Background: an optimization exercise with open tools, aiming at small area. Do not read the settings as production practice.
Only simulation tests tie the RTL to the original design; equivalence was not proved.
Power is estimated from default activity; no workload was simulated.

### flow/flow/run.sh
#!/bin/bash
# Standard layout, with the smallest buffer on each port and no CTS dummy loads.
set -euo pipefail
export BUFFER_PORTS_ARGS="-buffer_cell sky130_fd_sc_hd__buf_1"
export CTS_ARGS="-sink_clustering_enable -repair_clock_nets -dont_use_dummy_load"
bash standard.sh > flow.log 2>&1
### flow/design.v
module cu_codec (
    input  wire        clk,
    input  wire        rst_n,
    input  wire        req_valid,
    output wire        req_ready,
    input  wire [7:0]  req_op,
    input  wire [31:0] req_a,
    input  wire [31:0] req_v,
    input  wire [31:0] req_r,
    input  wire        close,
    output wire        rsp_valid,
    output wire [2:0]  rsp_code,
    output wire [2:0]  rsp_kind,
    output wire [31:0] rsp_fuel,
    output wire [3:0]  rsp_start,
    output wire [3:0]  rsp_mode,
    output wire [7:0]  rsp_pit,
    output wire [3:0]  rsp_display,
    output wire [4:0]  rsp_tm_addr,
    output wire [31:0] rsp_tm_stamp,
    output wire [3:0]  rsp_tm_sector,
    output wire [31:0] rsp_version,
    output wire [15:0] rsp_raw_len,
    output wire [63:0] rsp_raw_head,
    output reg  [15:0] discards,
    output wire        tx_valid,
    input  wire        tx_ready,
    output wire [7:0]  tx_data,
    output wire        tx_last,
    input  wire [1:0]  tx_status,
    input  wire        rx_valid,
    output wire        rx_ready,
    input  wire [7:0]  rx_data,
    input  wire        rx_last,
    input  wire        rx_timeout,
    input  wire        rx_ioerr,
    output reg         diag_valid,
    output wire [7:0]  diag_byte
);
    localparam [2:0] C_WW = 3'd0, C_LAP = 3'd1, C_IGN = 3'd2, C_RST = 3'd3,
                     C_VER = 3'd4, C_REQ = 3'd5, C_BTN = 3'd6;
    reg  [3:0]  st;
    wire s_resp  = st[3];
    wire s_send  = ~st[3] & st[0];
    wire s_await = ~st[3] & st[1];
    wire s_idle  = ~st[3] & ~st[1] & ~st[0];
    reg         closed;
    reg  [2:0]  cls;
    reg  [3:0]  n1, n2, n3, n4;      
    reg  [15:0] cnt;                 
    reg  [3:0]  sum;                 
    reg         drop;                
    reg         f3a;                 
    reg         chk;                 
    reg  [3:0]  s [0:13];            
    wire a_ok  = ~|req_a[31:3];
    wire v4_ok = ~|req_v[31:4];
    wire v8_ok = ~|req_v[31:8];
    wire r_ok  = ~|req_r[31:4];
    wire p_ok  = v4_ok && (req_v[3:0] != 4'd0) && (req_v[3:0] <= 4'd8);
    reg  [2:0] q_err;
    reg  [2:0] q_cls;
    reg  [3:0] q1, q2, q3, q4;
    always @(*) begin
        q_err = 3'd0;
        q_cls = C_WW;
        q1 = req_v[3:0];
        q2 = {req_a[2:0], 1'b0};
        q3 = req_v[3:0];
        q4 = req_r[3:0];
        case (req_op)
            8'h01, 8'h02, 8'h03: begin
                if (!a_ok || !v4_ok) q_err = 3'd1;
                else if (!r_ok)      q_err = 3'd2;
                q1 = {2'b00, req_op[1:0]} - 4'd1;
            end
            8'h04: begin
                if (!a_ok || !p_ok) q_err = 3'd1;
                else if (!r_ok)     q_err = 3'd2;
                q1 = 4'd6;
            end
            8'h05: begin
                q1 = 4'd6; q2 = 4'd0; q3 = 4'd0; q4 = 4'd9;
            end
            8'h06: begin
                if (!v8_ok) q_err = 3'd1;
                q_cls = C_LAP;
                q1 = 4'd1; q2 = 4'hF; q3 = req_v[7:4]; q4 = req_v[3:0];
            end
            8'h07: begin
                if (!v8_ok) q_err = 3'd2;
                q_cls = C_IGN;
                q1 = req_v[3:0]; q2 = req_v[7:4];
            end
            8'h08: begin
                q_cls = C_RST;
                q1 = 4'd1; q2 = 4'd0;
            end
            8'h09: q_cls = C_VER;
            8'h0A: q_cls = C_REQ;
            8'h10: begin q_cls = C_BTN; q1 = 4'd1; end
            8'h11: begin q_cls = C_BTN; q1 = 4'd2; end
            8'h12: begin q_cls = C_BTN; q1 = 4'd5; end
            8'h13: begin q_cls = C_BTN; q1 = 4'd6; end
            8'h14: begin q_cls = C_BTN; q1 = 4'd7; end
            8'h15: begin q_cls = C_BTN; q1 = 4'd8; end
            default: q_err = 3'd6;
        endcase
    end
    reg [7:0] key;
    reg [2:0] lastidx;
    always @(*) begin
        case (cls)
            C_WW, C_LAP: begin key = 8'h4A; lastidx = 3'd5; end
            C_IGN:       begin key = 8'h3A; lastidx = 3'd3; end
            C_RST:       begin key = 8'h3D; lastidx = 3'd2; end
            C_VER:       begin key = 8'h30; lastidx = 3'd0; end
            C_REQ:       begin key = 8'h3F; lastidx = 3'd0; end
            default:     begin key = 8'h54; lastidx = 3'd1; end
        endcase
    end
    wire is_lap = (cls == C_LAP);
    wire is_ver = (cls == C_VER);
    wire is_req = (cls == C_REQ);
    wire has_chk = (cls == C_WW) || (cls == C_LAP) || (cls == C_IGN);
    wire [2:0] idx = cnt[2:0];
    reg  [3:0] txn;
    always @(*) begin
        case (idx)
            3'd1:    txn = n1;
            3'd2:    txn = n2;
            3'd3:    txn = n3;
            default: txn = is_lap ? 4'd1 : n4;
        endcase
    end
    assign tx_valid = s_send;
    assign tx_last  = (idx == lastidx);
    assign tx_data  = (idx == 3'd0) ? key : {4'h3, (has_chk && tx_last) ? sum : txn};
    wire   tx_take  = s_send && tx_ready;
    assign rx_ready  = s_await;
    assign req_ready = s_idle;
    wire rx_take   = s_await && rx_valid;
    wire take_data = rx_take && !rx_timeout && !rx_ioerr;
    wire cnt0      = (cnt == 16'd0);
    wire first     = cnt0 && !drop;
    wire match     = (rx_data == key);
    wire drop_now  = first ? !match : drop;
    wire mdata     = take_data && !first && !drop;     
    wire klo       = ~|cnt[15:4];
    wire k17       = (cnt == 16'd17);
    wire sum_ok    = (rx_data == {4'h3, sum});
    wire lap_next  = is_lap && (n1 == 4'd1);
    wire cnt_max   = &cnt;
    wire ge2  = |cnt[15:1];
    wire ge6  = |cnt[15:3] | (cnt[2] & cnt[1]);
    wire ge12 = |cnt[15:4] | (cnt[3] & cnt[2]);
    wire ge16 = |cnt[15:4];
    reg [2:0] d_code, d_kind;
    always @(*) begin
        d_code = 3'd0;
        d_kind = 3'd3;
        if (is_req) begin
            if (f3a && ge2) begin
                if (!ge16)     begin d_code = 3'd2; d_kind = 3'd0; end
                else if (chk)  begin d_code = 3'd0; d_kind = 3'd1; end
                else           begin d_code = 3'd3; d_kind = 3'd0; end
            end else begin
                if (!ge12)     begin d_code = 3'd2; d_kind = 3'd0; end
                else if (chk)  begin d_code = 3'd0; d_kind = 3'd2; end
                else           begin d_code = 3'd3; d_kind = 3'd0; end
            end
        end else if (is_ver) begin
            if (!ge6)          begin d_code = 3'd2; d_kind = 3'd0; end
            else if (chk)      begin d_code = 3'd0; d_kind = 3'd4; end
            else               begin d_code = 3'd3; d_kind = 3'd0; end
        end
    end
    wire eflag = |st[2:0];
    assign rsp_valid = s_resp;
    assign rsp_code  = eflag ? st[2:0] : d_code;
    assign rsp_kind  = eflag ? 3'd0 : d_kind;
    assign rsp_fuel      = {s[8], s[7], s[6], s[5], s[4], s[3], s[2], s[1]};
    assign rsp_start     = s[9];
    assign rsp_mode      = s[10];
    assign rsp_pit       = {s[12], s[11]};
    assign rsp_display   = s[13];
    assign rsp_tm_addr   = {1'b0, s[0]} - 5'd1;
    assign rsp_tm_stamp  = {s[2], s[1], s[4], s[3], s[6], s[5], s[8], s[7]};
    assign rsp_tm_sector = s[9];
    assign rsp_version   = {s[7], s[6], s[5], s[4], s[3], s[2], s[1], s[0]};
    assign rsp_raw_len   = cnt;
    assign rsp_raw_head  = {s[13], s[12], s[11], s[10], s[9], s[8], s[7], s[6],
                            s[5], s[4], s[3], s[2], s[1], s[0], key};
    assign diag_byte     = {s[1], s[0]};
    always @(posedge clk) begin
        if (!rst_n) begin
            st         <= 4'd0;
            closed     <= 1'b0;
            discards   <= 16'd0;
            diag_valid <= 1'b0;
        end else begin
            diag_valid <= take_data && first && !match;
            if (close)
                closed <= 1'b1;
            if (s_idle && req_valid)
                discards <= 16'd0;
            else if (take_data && first && !match && discards != 16'hFFFF)
                discards <= discards + 16'd1;
            if (s_idle) begin
                if (req_valid) begin
                    if (q_err != 3'd0) st <= {1'b1, q_err};
                    else if (closed)   st <= {1'b1, 3'd5};
                    else               st <= 4'b0001;
                end
            end else if (s_send) begin
                if (tx_take && tx_last) begin
                    if (tx_status == 2'd0)      st <= 4'b0010;
                    else if (tx_status == 2'd1) st <= {1'b1, 3'd4};
                    else                        st <= {1'b1, 3'd5};
                end
            end else if (s_await) begin
                if (rx_take) begin
                    if (rx_timeout)     st <= {1'b1, 3'd4};
                    else if (rx_ioerr)  st <= {1'b1, 3'd5};
                    else if (rx_last && !drop_now)
                        st <= lap_next ? 4'b0001 : 4'b1000;
                end
            end else begin
                st <= 4'd0;
            end
        end
    end
    integer i;
    always @(posedge clk) begin
        if (s_idle) begin
            cls <= q_cls;
            n1  <= q1;
            n2  <= q2;
            n3  <= q3;
            n4  <= q4;
        end else if (take_data && rx_last && !drop_now && lap_next) begin
            n1 <= 4'd2;
            n3 <= n4;
        end
        if (s_idle)
            drop <= 1'b0;
        else if (take_data)
            drop <= !rx_last && drop_now;
        if (s_idle) begin
            cnt <= 16'd0;
        end else if (tx_take) begin
            cnt <= tx_last ? 16'd0 : cnt + 16'd1;
        end else if (take_data && !drop_now) begin
            if (rx_last && lap_next) cnt <= 16'd0;
            else if (!cnt_max)       cnt <= cnt + 16'd1;
        end
        if (tx_take || take_data)
            sum <= (first ? 4'd0 : sum) + (s_send ? tx_data[3:0] : rx_data[3:0]);
        if (mdata && cnt == 16'd1)
            f3a <= (rx_data == 8'h3A);
        if (mdata && (is_ver ? (cnt == 16'd5) :
                      f3a ? (cnt == 16'd15 || k17) : (cnt == 16'd11)))
            chk <= (k17 && chk) || sum_ok;
        if (take_data) begin
            if (first) begin
                if (match) begin
                    for (i = 0; i < 14; i = i + 1)
                        s[i] <= 4'd0;
                end else begin
                    s[0] <= rx_data[3:0];
                    s[1] <= rx_data[7:4];
                end
            end else if (!drop && klo) begin
                if (is_req) begin
                    for (i = 1; i < 15; i = i + 1)
                        if (cnt[3:0] == i) s[i-1] <= rx_data[3:0];
                end else begin
                    for (i = 1; i < 8; i = i + 1)
                        if (cnt[3:0] == i) begin
                            s[2*i-2] <= rx_data[3:0];
                            s[2*i-1] <= rx_data[7:4];
                        end
                end
            end
        end
    end
endmodule
### flow/config.mk
export PLATFORM = sky130hd
export DESIGN_NAME = cu_codec
export DESIGN_NICKNAME = cu_codec
export VERILOG_FILES = /design/flow/design.v
export SDC_FILE = /design/flow/constraint.sdc
export NUM_CORES = 4
export LEC_CHECK = 0
export CAP_MARGIN = 20
export CORE_MARGIN = 2
export CORE_UTILIZATION = 40
export PLACE_DENSITY = 0.6
export SLEW_MARGIN = 20
### flow/constraint.sdc
create_clock -name core_clock -period 12.0 [get_ports {clk}]
set_input_delay 2.4000 -clock core_clock [delete_from_list [all_inputs] [get_ports {clk}]]
set_output_delay 2.4000 -clock core_clock [all_outputs]
set_load 0.01 [all_outputs]
### flow/standard.sh
#!/bin/bash
# synth_recipe.tcl (not shown) runs the flow's synth.tcl, then flattens the netlist and writes it again
# the make line also repeats each setting of config.mk as NAME=value (left out here)
make -C /OpenROAD-flow-scripts/flow DESIGN_CONFIG=/design/flow/config.mk WORK_HOME=/design/flow/orfs CLKGATE_MAP_FILE= SYNTH_SCRIPT=/design/flow/synth_recipe.tcl "${@:-finish}"
==> results of run 1 <==
-- power groups by stage --
stage          sequential, mW  combinational [mW]  clock (mW)
2_1_floorplan           0.521               0.260           0
3_3_place_gp            0.554               0.357           0
3_5_place_dp            0.553               0.359           0
4_1_cts                 0.546               0.360       0.399
5_1_grt                 0.553               0.400       0.415
6_report                0.547               0.362       0.392
-- kinds of logic (layout without fill, tap and decap cells) --
family                     after synthesis  in the layout  share of synthesized area
AOI/OAI and AO/OA                      161            161                     0.1405
xor gates and xnor gates                38             38                    0.04198
adders and majority gates               16             16                    0.02604
buffers and inverters                  206            420                     0.1615
DFF                                    120            120                     0.4053
muxes                                    9              9                    0.01184
other                                    1              2                  0.0004730
and+or+nand+nor                        323            323                     0.2124
-- registers in the layout, summed over array words and instances, names as in the netlist, 3 cells and up --
| name | cells |
|---|---|
| n1 | 4 |
| sum | 4 |
| cls | 3 |
| n3 | 4 |
| n2 | 4 |
| discards | 16 |
| st | 4 |
| s | 56 |
| cnt | 16 |
| n4 | 4 |
-- path summary, 6_finish.rpt --
path,startpoint,to,slack (ns),depth (start not counted)
max,cnt[2],tx_data[2],6.45,7
min,closed,closed,0.49,2
max reg2reg,cnt[8],cnt[8],7.85,7
min reg2reg,closed,closed,0.49,2
-- layout make-up --
cell class	instances	area share
timing repair buffer	371	0.1566
tap	265	0.03715
clock buffer	17	0.04766
inverter	32	0.01346
sequential	120	0.3600
multi-input combinational	549	0.3852
-- worst max-delay path, delay by kind of cell (launching register included) --
kind	cells	cell delay, ns
adder cells (fa/ha/maj)	1	0.32
buffers and inverters	2	0.35
AO/OA/AOI/OAI	2	0.53
AND/OR/NAND/NOR	2	0.68
flip-flops	1	0.86
-- cell usage after synthesis (21+ instances only) --
library cell | number | area (µm²)
nand3_1 | 26 | 130.1
edfxtp_1 | 81 | 2432
nand2_1 | 77 | 289.0
a21oi_1 | 36 | 180.2
clkbuf_1 | 37 | 138.9
dfxtp_1 | 39 | 780.8
inv_1 | 29 | 108.9
buf_4 | 130 | 975.9
o21ai_0 | 28 | 140.1
xor2_1 | 21 | 183.9
nor4_1 | 24 | 150.1
nor2_1 | 72 | 270.3
-- metal layers --
layer,routed length [µm],vias to the layer above
met2,12420,392
met4,456,0
met5,0,-
li1,-,3466
met3,1466,31
met1,9295,3376
-- per-stage QoR --
step	cell area, µm²	setup slack, ns	hold WS [ns]	util	instances
floorplan	7931	7.325	0.4379	-	875
global placement	8496	6.730	0.4549	0.4365	1336
detailed placement	8496	6.641	0.4720	0.4365	1336
CTS	8921	6.446	0.4824	0.4584	1353
global route	8926	6.151	0.5101	0.4586	1354
finish	8926	6.449	0.4882	0.4586	1354
==> flow_metrics.tcl, run 1 <==
set metrics [dict create \
    globalRouteMet2Util 0.3925 \
    nets 1229 \
    die_area_mm2 0.02096 \
    end_kind "output port" \
    rows 51 \
    multi_input_area_mm2 0.003438 \
    coreArea_mm2 0.01946 \
    switchingPower_uw 448.8 \
    antenna_found_initial 0 \
    n_antenna_cell 0 \
    worstHoldPathType "reg2reg" \
    max-cap-violations 0 \
    grt.total_usage 0.2158 \
    num-fill-cells 1937 \
    drt_drc_violations_left 0 \
    peakVddDrop_mv 0.06939 \
    cts_tree "yes" \
    combPwrFrac 0.278 \
    ant_nets 0 \
    clock_latency_ns 0.41 \
    place.detailed.hpwl_um 18670 \
    routedWlPerCell_um 17.46 \
    finalCritPeriodShare 0.4626 \
    cp_max_fo 25 \
    use_met3 0.02731 \
    seq_area_frac_synth 0.4053 \
    root_buffer "clkbuf_16" \
    status "complete, no violations" \
    period_needed_ns 5.551 \
    cts_buffers 17 \
    swShare 0.3448 \
    syn_inst 874 \
    grt_overflow_total 0 \
    grt_max_degree 26 \
    ios 372 \
    cts_max_path_buffers 2 \
    slowest_delay_ns 0.86 \
    synth_warnings 2 \
    synth-seq-cells 120 \
    die_h_um 144.8 \
    drt_wl_total_um 23640 \
    syn-cell-area_mm2 0.007928 \
    mostFrequentLayoutCell "buf_1" \
    layout-area-overhead-vs-synth_pct 12.59 \
    grt_most_used_layer "met2" \
    finalWeightedCongestion 0.8948 \
    cp.arrival_ns 3.15 \
    drt_iter0_drc 535 \
    startpoint_type "register" \
    setup_viol 0 \
    fp.dieW_um 144.8 \
    start_util 0.4073 \
    crit_slowest_cell "dfxtp_1" \
    fmax_mhz 180.2 \
    p_leak_nw 3.023 \
    vias 7265 \
    post_cts_buffers 0 \
    cts_resized 0 \
    p_int_uw 852.5 \
    clock_power_share 0.302 \
    crit_chain "inv_1 -> ha_1 -> nor4_1 -> nand2_1 -> a311oi_1 -> a21o_1 -> buf_1" \
    criticalPathCategory "reg2out" \
    grt_pass1_vias 6302 \
    cts.clk_slew.worst_paths_ns 0.05 \
    firstDrtPassIters 5 \
    grt_first_pass_wirelength_um 34670 \
    power_mw 1.301 \
    seqCellArea_mm2 0.003213 \
    tightest_slew_ns 0.9766 \
    h-tree-depth 4 \
    synth-edff-count 81 \
    avgViaCountPerCell 5.366 \
    fin_tns_setup_ns 0 \
    synth_cell_type_count 77 \
    port_buffers 369 \
    drive_gt1_frac 0.03030 \
    slew_violations 0 \
    ys.flop_type "edfxtp_1" \
    met1_usage 0.2608 \
    syn_area_per_cell_um2 9.070 \
    final_cell_mix "buf_1, edfxtp_1, nand2_1, nor2_1, dfxtp_1" \
    relSlewSlack 0.3397 \
    hold_viol 0 \
    p_seq_frac 0.420 \
    clock-sinks 120 \
    clock_skew_ns 0.01431 \
    cp.required_ns 9.60 \
    rsz0062_at_grt "false" \
    p_per_area_mw_per_mm2 145.8 \
    ctsHoldBuffers 0 \
    async_reset_ff_frac 0 \
]
==> run 2, diff against run 1 <==
==> flow/run.sh (new file) <==
#!/bin/bash
# synth_recipe.tcl (not shown) runs the flow's synth.tcl, then flattens the netlist and writes it again
# the make line also repeats each setting of config.mk as NAME=value (left out here)
make -C /OpenROAD-flow-scripts/flow DESIGN_CONFIG=/design/flow/config.mk WORK_HOME=/design/flow/orfs CLKGATE_MAP_FILE= SYNTH_SCRIPT=/design/flow/synth_recipe.tcl finish
removed: flow/flow/run.sh
removed: flow/standard.sh
==> flow_metrics.tcl, run 2 <==
set metrics [dict create \
    worstHoldPathType "reg2reg" \
    routedWlPerCell_um 18.79 \
    fin_area_mm2 0.01141 \
    vias 7376 \
    grt_first_pass_wirelength_um 38320 \
    synth_compound_area_frac 0.1405 \
    grt_pass1_vias 6903 \
    grt_max_degree 26 \
    status "complete, no violations" \
    nets 1231 \
    relSlewSlack 0.3145 \
    n_antenna_cell 0 \
    die_h_um 144.8 \
    rsz0062_at_grt "false" \
    placed_area_mm2 0.01082 \
    criticalPathCategory "reg2out" \
    largestRegisters "s x56, cnt x16, discards x16" \
    slew_violations 0 \
    synthMuxAreaShare 0.01184 \
    whs_ns 0.4807 \
    r2r_slack_ns 8.27 \
    finalCritPeriodShare 0.4997 \
    setup_viol 0 \
    fmax_mhz 166.8 \
    worstReg2RegStart "cls[1]" \
    port_buffers 369 \
    coreArea_mm2 0.01946 \
    peakVddDrop_mv 0.09027 \
    end_kind "output port" \
    worst_r2r_path_depth 7 \
    multi_input_area_mm2 0.003438 \
    grt_overflow_total 0 \
    grt.total_usage 0.2400 \
    yosysMostFrequentCell "buf_4" \
    hold_viol 0 \
    fin_tns_setup_ns 0 \
    fp.dieW_um 144.8 \
    r2r_end "cnt[12]" \
    clock-sinks 120 \
    min_path_cells 2 \
    cts.clk_slew.worst_paths_ns 0.06 \
    synth-simple-area-share 0.2124 \
    seq_area_frac_synth 0.4053 \
    synth_top_area_share 0.3068 \
    finalWeightedCongestion 0.9245 \
    synth-seq-cells 120 \
    syn-cell-area_mm2 0.007928 \
    cts_max_path_buffers 2 \
    cts_resized 0 \
    power_mw 1.515 \
    synth-edff-count 81 \
    post-route-util 0.5863 \
    layout-area-overhead-vs-synth_pct 43.94 \
    drt_drc_violations_left 0 \
    rows 51 \
    h-tree-depth 4 \
    clock_skew_ns 0.007640 \
    seqCellArea_mm2 0.003213 \
    syn_area_per_cell_um2 9.070 \
    mostFrequentLayoutCell "clkdlybuf4s50_1" \
    synth_cell_type_count 77 \
    drt_iter0_drc 533 \
    cp.arrival_ns 3.60 \
    post_cts_buffers 0 \
    yosysTopAreaCell "edfxtp_1" \
    synth_common_cells "buf_4, edfxtp_1, nand2_1" \
    drive_gt1_frac 0.04250 \
    tightest_slew_ns 1.014 \
    period_needed_ns 5.996 \
    synthTopCellsByArea "edfxtp_1, buf_4, dfxtp_1" \
    largest_register_ffs 56 \
    synth_fa_ha_area_frac 0.02604 \
    ant_nets 0 \
    cp.required_ns 9.60 \
    async_reset_ff_frac 0 \
    antenna_found_initial 0 \
    p_leak_nw 4.090 \
    synth_warnings 2 \
    top_register "s" \
    firstDrtPassIters 5 \
    ys.flop_type "edfxtp_1" \
    syn_inst 874 \
    whs_endpoint "closed" \
    die_area_mm2 0.02096 \
    ctsHoldBuffers 0 \
    max-cap-violations 0 \
    p_per_area_mw_per_mm2 132.7 \
    hold_start "closed" \
    cts_buffers 17 \
    ios 372 \
    startpoint_type "register" \
    place.detailed.hpwl_um 20780 \
    drt_wl_total_um 25760 \
    start_util 0.4073 \
    num-fill-cells 1739 \
    root_buffer "clkbuf_16" \
    avgViaCountPerCell 5.380 \
    cp_max_fo 25 \
    clock_latency_ns 0.42 \
    synth_top_family_by_area "simple AND/OR/NAND/NOR gates" \
    synth_xor_xnor_area_share 0.04198 \
    cts_tree "yes" \
    final_cell_mix "clkdlybuf4s50_1, edfxtp_1, nand2_1, nor2_1, dfxtp_1" \
]
run 2: cell counts after synthesis:
No cell type changed its count.
run 2: final cells by class:
type | count | share of cell area
inverters | 32 | 0.01053
multi-input cells | 549 | 0.3013
clock buffers | 18 | 0.03761
clock inverters | 14 | 0.01382
flip-flops and latches | 120 | 0.2816
well taps | 265 | 0.02906
repair buffers | 373 | 0.3261
run 2: critical path, cell delays in order (launching register included):
cell	delay, ns
dfxtp_1	0.85
inv_1	0.19
ha_1	0.32
nor4_1	0.53
nand2_1	0.14
a311oi_1	0.37
a21o_1	0.20
clkdlybuf4s50_1	0.56
run 2: cell families (layout without fill, tap and decap cells):
logic type | after synthesis | in the layout
compound gates | 161 | 161
xor+xnor | 38 | 38
simple gates | 323 | 323
flops | 120 | 120
buf+inv | 206 | 437
fa+ha+maj | 16 | 16
other cells | 1 | 2
mux | 9 | 9
run 2: where the power goes:
group          total [mW]  leakage (nW)  internal, mW  switching, mW
clock network       0.507         0.281         0.323          0.183
registers           0.549          1.08         0.498         0.0507
logic               0.459          2.73         0.205          0.255
run 2: worst max path at each step:
stage	slack, ns	end	start
final	6.00	tx_data[2]	cnt[2]
after global routing	5.77	tx_data[2]	cnt[2]
after global placement	6.38	cnt[3]	rx_data[1]
after CTS	6.04	tx_data[2]	cnt[2]
after detailed placement	6.26	cnt[11]	rx_data[1]
after floorplan	7.32	tx_data[3]	cnt[1]
run 2: metrics by stage:
stage / setup WS (ns) / instances
2_1_floorplan: 7.325 / 875
3_3_place_gp: 6.385 / 1338
3_5_place_dp: 6.255 / 1338
4_1_cts: 6.037 / 1370
5_1_grt: 5.770 / 1371
6_report: 6.004 / 1371
run 2: layer usage:
layer	up-vias	global-route usage	share of wire	wire [µm]
met5	-	0	0	0
met4	0	0.1129	0.034	884
met3	52	0.04508	0.073	1876
met2	394	0.4367	0.52	13330
met1	3443	0.2701	0.38	9669
li1	3487	-	-	-

-- what the ideal ports hide --
The results above use ideal ports. As a check the final layouts listed here were re-extracted and re-timed, cells and wires unchanged. Step 1 sets driving cells, clkbuf_16 on the clock port and buf_2 on the other inputs (assumed; they add their load-dependent delay and slew). Step 2 times the ports against the registers' clock, not the clock port: input delays grow and output delays shrink by t, the midpoint of the rising clock arrivals with the driver on. a / b / c = ideal / step 1 / step 2; a / b = the first two.
| run | t (ns) | slack for setup (ns) | hold WS [ns] | worst register clock-pin slew, ns | pins driven straight from the clock port |
|---|---|---|---|---|---|
| run 1 | 0.449 | 6.449 / 6.405 / 6.588 | 0.488 / 0.488 / 0.488 | 0.06 / 0.06 | 1 |
| run 2 | 0.459 | 6.004 / 5.962 / 6.236 | 0.481 / 0.481 / 0.481 | 0.06 / 0.06 | 1 |
After both steps every run listed still meets setup and hold.
